This design comes from an exercise in tuning for small area, a short achievable clock period and few clock cycles per item on the open sky130 flow, not from production work.

Setup of lane 5:
==> flow/design.v <==
module feistel_core (
    input  wire         clk,
    input  wire         rst,       
    input  wire         start,     
    input  wire         alg,       
    input  wire         dir,       
    input  wire         chain,     
    input  wire         first,     
    input  wire [127:0] key,       
    input  wire [63:0]  iv,        
    input  wire [63:0]  din,       
    output wire         ready,
    output wire         done,      
    output wire [63:0]  dout       
);
    localparam [31:0] DELTA = 32'h9e3779b9;
    function [31:0] bswap(input [31:0] x);
        bswap = {x[7:0], x[15:8], x[23:16], x[31:24]};
    endfunction
    reg         busy;
    reg         done_r;
    reg         ready_r;       
    reg  [5:0]  h;             
    reg         alg_r, dir_r, chain_r;
    reg  [31:0] k0, k1, k2, k3;
    reg  [31:0] ta, sb;        
    reg  [63:0] prev;          
    reg  [63:0] last_ct;       
    wire [63:0] prev_in = first ? iv : last_ct;
    wire [63:0] blk_in  = (chain && !dir) ? (din ^ prev_in) : din;
    wire [31:0] in_v0   = bswap(blk_in[31:0]);
    wire [31:0] in_v1   = bswap(blk_in[63:32]);
    wire [31:0] sum_tab [0:32];
    genvar gi;
    generate
        for (gi = 0; gi <= 32; gi = gi + 1) begin : g_tab
            assign sum_tab[gi] = gi * DELTA;
        end
    endgenerate
    wire [5:0]  q      = {1'b0, h[5:1]} + {5'd0, alg_r ? dir_r : h[0]};
    wire [5:0]  m_n    = dir_r ? (6'd32 - q) : (q + 6'd1);
    wire [31:0] s_n    = sum_tab[m_n];
    wire        tgt1_n = ~h[0] ^ dir_r;
    wire [1:0]  kidx_n = alg_r ? (tgt1_n ? s_n[12:11] : s_n[1:0]) : {tgt1_n, 1'b0};
    reg  [31:0] s_r;
    reg  [31:0] kx_n;
    always @* begin
        case (kidx_n)
            2'd0:    kx_n = k0;
            2'd1:    kx_n = k1;
            2'd2:    kx_n = k2;
            default: kx_n = k3;
        endcase
    end
    reg  [31:0] kx_r;
    reg         tgt1_r;
    reg         last_r;
    reg         last_dec;
    reg         first_r;
    always @(posedge clk) begin
        if (busy) begin
            s_r    <= s_n;
            kx_r   <= kx_n;
            tgt1_r <= tgt1_n;
            last_r <= (h == 6'd62);
            last_dec <= (h == 6'd62) && dir_r;
            first_r <= 1'b0;
        end else begin
            s_r    <= dir ? 32'hc6ef3720 : (alg ? 32'd0 : DELTA);
            kx_r   <= dir ? bswap(key[95:64]) : bswap(key[31:0]);
            tgt1_r <= dir;
            last_r <= 1'b0;
            last_dec <= 1'b0;
            first_r <= 1'b1;
        end
    end
    wire        tgt1 = tgt1_r;
    wire        last = last_r;
    wire [31:0] s = s_r;
    wire [31:0] kx = kx_r;
    wire [31:0] ky = tgt1 ? k3 : k1;
    wire [31:0] a1, a2, a3;
    feistel_add32 u_a1 (.a((sb << 4) ^ (alg_r ? (sb >> 5) : 32'd0)), .b(alg_r ? sb : kx),
                        .ci(1'b0), .y(a1));
    feistel_add32 u_a2 (.a(s), .b(alg_r ? kx : sb), .ci(1'b0), .y(a2));
    feistel_add32 u_a3 (.a(sb >> 5), .b(ky), .ci(1'b0), .y(a3));
    wire [31:0] f  = a1 ^ a2 ^ (alg_r ? 32'd0 : a3);
    wire [31:0] nb;
    feistel_add32 u_nb (.a(ta), .b(f ^ {32{dir_r}}), .ci(dir_r), .y(nb));
    assign dout  = {bswap(sb), bswap(ta)} ^ prev;
    assign ready = ready_r;
    assign done  = done_r;
    always @(posedge clk) begin
        if (rst) begin
            busy    <= 1'b0;
            ready_r <= 1'b1;
            done_r  <= 1'b0;
        end else begin
            done_r  <= busy && last;
            if (!busy) begin
                busy    <= start;
                ready_r <= !start;
            end else if (last) begin
                busy    <= 1'b0;
                ready_r <= 1'b1;
            end
        end
    end
    always @(posedge clk) begin
        h <= busy ? (h + 6'd1) : 6'd0;
        if (!busy) begin
            alg_r   <= alg;
            dir_r   <= dir;
            chain_r <= chain;
            k0      <= bswap(key[31:0]);
            k1      <= bswap(key[63:32]);
            k2      <= bswap(key[95:64]);
            k3      <= bswap(key[127:96]);
            ta      <= dir ? in_v1 : in_v0;
            sb      <= dir ? in_v0 : in_v1;
            prev    <= (chain && dir) ? prev_in : 64'd0;
        end else if (last_dec) begin
            ta      <= nb;
        end else begin
            ta      <= sb;
            sb      <= nb;
        end
        if (busy && (dir_r ? first_r : last))
            last_ct <= {bswap(dir_r ? ta : nb), bswap(sb)};
    end
endmodule
module feistel_add32 (
    input  wire [31:0] a, b,
    input  wire        ci,
    output wire [31:0] y
);
    wire [31:0] p = a ^ b;
    wire [31:0] g0 = (a & b) | {31'd0, p[0] & ci};
    wire [31:0] t0 = p;
    wire [31:0] g1, t1, g2, t2, g3, t3, g4, t4, g5, t5;
    genvar i;
    generate
        for (i = 0; i < 32; i = i + 1) begin : g_l1
            if (i & 1) begin : g_c
                assign g1[i] = g0[i] | (t0[i] & g0[i - 1]);
                assign t1[i] = t0[i] & t0[i - 1];
            end else begin : g_p
                assign g1[i] = g0[i];
                assign t1[i] = t0[i];
            end
        end
        for (i = 0; i < 32; i = i + 1) begin : g_l2
            if (i & 2) begin : g_c
                assign g2[i] = g1[i] | (t1[i] & g1[(i & ~3) + 1]);
                assign t2[i] = t1[i] & t1[(i & ~3) + 1];
            end else begin : g_p
                assign g2[i] = g1[i];
                assign t2[i] = t1[i];
            end
        end
        for (i = 0; i < 32; i = i + 1) begin : g_l3
            if (i & 4) begin : g_c
                assign g3[i] = g2[i] | (t2[i] & g2[(i & ~7) + 3]);
                assign t3[i] = t2[i] & t2[(i & ~7) + 3];
            end else begin : g_p
                assign g3[i] = g2[i];
                assign t3[i] = t2[i];
            end
        end
        for (i = 0; i < 32; i = i + 1) begin : g_l4
            if (i & 8) begin : g_c
                assign g4[i] = g3[i] | (t3[i] & g3[(i & ~15) + 7]);
                assign t4[i] = t3[i] & t3[(i & ~15) + 7];
            end else begin : g_p
                assign g4[i] = g3[i];
                assign t4[i] = t3[i];
            end
        end
        for (i = 0; i < 32; i = i + 1) begin : g_l5
            if (i & 16) begin : g_c
                assign g5[i] = g4[i] | (t4[i] & g4[15]);
                assign t5[i] = t4[i] & t4[15];
            end else begin : g_p
                assign g5[i] = g4[i];
                assign t5[i] = t4[i];
            end
        end
    endgenerate
    assign y = p ^ {g5[30:0], ci};
endmodule
clock: 20.0 ns
lec_check: 0
cap_margin: 20
core_margin: 2
core_utilization: 40
slew_margin: 20
standard.sh (not shown) runs the stock make flow with config.mk's settings and CLKGATE_MAP_FILE= SYNTH_SCRIPT=/design/flow/synth_recipe.tcl, a recipe that flattens the netlist after the stock synthesis.
==> flow/flow/run.sh <==
#!/bin/bash
# The standard layout, with the smallest buffer on each port in place of the
# delay buffer that buffer_ports picks by default, and timing repair aiming
# for a shorter period than the clock's.
bash standard.sh BUFFER_PORTS_ARGS="-buffer_cell sky130_fd_sc_hd__buf_1" SETUP_SLACK_MARGIN=14 CTS_CLUSTER_SIZE=30 CTS_CLUSTER_DIAMETER=80 finish > standard.log 2>&1
Lane 5 reached the end of the flow, and the finished layout is clean on the timing, DRC and antenna checks.
## Diff of input files: lane 2 against lane 5
diff --git a/flow/design.v b/flow/design.v
--- a/flow/design.v
+++ b/flow/design.v
@@ -27,5 +27,9 @@
     reg  [63:0] prev;          
     reg  [63:0] last_ct;       
-    wire [63:0] prev_in = first ? iv : last_ct;
+    reg         out_enc;       
+    reg         out_enc1;      
+    reg         fwd_ct;        
+    wire [31:0] ct_hi   = fwd_ct ? bswap(sb) : last_ct[63:32];
+    wire [63:0] prev_in = first ? iv : {ct_hi, last_ct[31:0]};
     wire [63:0] blk_in  = (chain && !dir) ? (din ^ prev_in) : din;
     wire [31:0] in_v0   = bswap(blk_in[31:0]);
@@ -44,32 +48,20 @@
     wire [1:0]  kidx_n = alg_r ? (tgt1_n ? s_n[12:11] : s_n[1:0]) : {tgt1_n, 1'b0};
     reg  [31:0] s_r;
-    reg  [31:0] kx_n;
-    always @* begin
-        case (kidx_n)
-            2'd0:    kx_n = k0;
-            2'd1:    kx_n = k1;
-            2'd2:    kx_n = k2;
-            default: kx_n = k3;
-        endcase
-    end
-    reg  [31:0] kx_r;
+    reg  [3:0]  ksel_r;
     reg         tgt1_r;
     reg         last_r;
-    reg         last_dec;
     reg         first_r;
     always @(posedge clk) begin
         if (busy) begin
             s_r    <= s_n;
-            kx_r   <= kx_n;
+            ksel_r <= 4'd1 << kidx_n;
             tgt1_r <= tgt1_n;
             last_r <= (h == 6'd62);
-            last_dec <= (h == 6'd62) && dir_r;
             first_r <= 1'b0;
         end else begin
             s_r    <= dir ? 32'hc6ef3720 : (alg ? 32'd0 : DELTA);
-            kx_r   <= dir ? bswap(key[95:64]) : bswap(key[31:0]);
+            ksel_r <= dir ? 4'b0100 : 4'b0001;
             tgt1_r <= dir;
             last_r <= 1'b0;
-            last_dec <= 1'b0;
             first_r <= 1'b1;
         end
@@ -78,5 +70,6 @@
     wire        last = last_r;
     wire [31:0] s = s_r;
-    wire [31:0] kx = kx_r;
+    wire [31:0] kx = ({32{ksel_r[0]}} & k0) | ({32{ksel_r[1]}} & k1) |
+                     ({32{ksel_r[2]}} & k2) | ({32{ksel_r[3]}} & k3);
     wire [31:0] ky = tgt1 ? k3 : k1;
     wire [31:0] a1, a2, a3;
@@ -88,5 +81,8 @@
     wire [31:0] nb;
     feistel_add32 u_nb (.a(ta), .b(f ^ {32{dir_r}}), .ci(dir_r), .y(nb));
-    assign dout  = {bswap(sb), bswap(ta)} ^ prev;
+    wire [31:0] r_v0 = out_enc  ? ta : sb;
+    wire [31:0] r_v1 = out_enc1 ? sb : ta;
+    wire [63:0] blk_out = {bswap(r_v1), bswap(r_v0)};
+    assign dout  = blk_out ^ prev;
     assign ready = ready_r;
     assign done  = done_r;
@@ -109,4 +105,7 @@
     always @(posedge clk) begin
         h <= busy ? (h + 6'd1) : 6'd0;
+        out_enc  <= !dir_r;
+        out_enc1 <= tgt1_r;
+        fwd_ct   <= busy && last && !dir_r;
         if (!busy) begin
             alg_r   <= alg;
@@ -120,6 +119,4 @@
             sb      <= dir ? in_v0 : in_v1;
             prev    <= (chain && dir) ? prev_in : 64'd0;
-        end else if (last_dec) begin
-            ta      <= nb;
         end else begin
             ta      <= sb;
@@ -127,5 +124,7 @@
         end
         if (busy && (dir_r ? first_r : last))
-            last_ct <= {bswap(dir_r ? ta : nb), bswap(sb)};
+            last_ct[31:0]  <= bswap(sb);
+        if ((busy && dir_r && first_r) || fwd_ct)
+            last_ct[63:32] <= bswap(dir_r ? ta : sb);
     end
 endmodule
==> comparison <==
- [compare] base=lane 5 new=lane 2: number of antenna violations at the first check in global routing rose 3, final critical-path required period fell 54 ps, detailed-routing wirelength on met1 fell 850 um, total length of routed met2 wires fell about 8%.
- Post-layout worst setup margin ends up lower on lane 5.
- Relative to lane 5, first-pass GRT wire length has gone down in lane 2.
- Lane 2: synthesized cell count 61 below lane 5
- Lane 2: no failed stages, no open violations at the end
- Lane 2 supports a higher top clock frequency than lane 5.
- Comparing lane 5 and lane 2, largest driver fanout on the critical path is higher on lane 2.
- The actual transition at the worst max-transition pin in lane 2 sits 4.6 ps above the value recorded for lane 5.
- Summary: with lane 5 as the reference, number of global-route vias before repair in lane 2 moved down by a few percent.
Function was not checked in any run of this note: the RTL went through the layout flow alone.

==> static timing again, ports no longer ideal <==
Ports are ideal in the flow. The routed layouts listed here were re-timed in OpenROAD. Step 1: set_driving_cell puts a clkbuf_16 on clk and a buf_2 on each other input, an assumption about the parent block. Step 2 adds t to the input delays and takes it off the output delays; t is the mean of the earliest and latest rising clock arrival at the registers after step 1. Input paths then give back, and output paths get back, about the clock's delay inside the block. a / b / c = ideal / step 1 / step 2; a / b = the first two.
| run | t (ns) | setup slack, ns | clock arrival spread, ns | slew at the worst register clock pin (ns) | worst data-port slew with drivers (ns) |
|---|---|---|---|---|---|
| lane 5 | 0.662 | 13.837 / 13.837 / 13.692 | 0.078 / 0.078 | 0.12 / 0.12 | 0.08 |
| lane 2 | 0.653 | 13.891 / 13.891 / 13.451 | 0.037 / 0.037 | 0.11 / 0.11 | 0.13 |
After both steps setup and hold are still met in every run listed. For lane 2, which loses most, drivers alone change the setup slack by 0.000 ns; drivers and shift together by -0.440 ns.
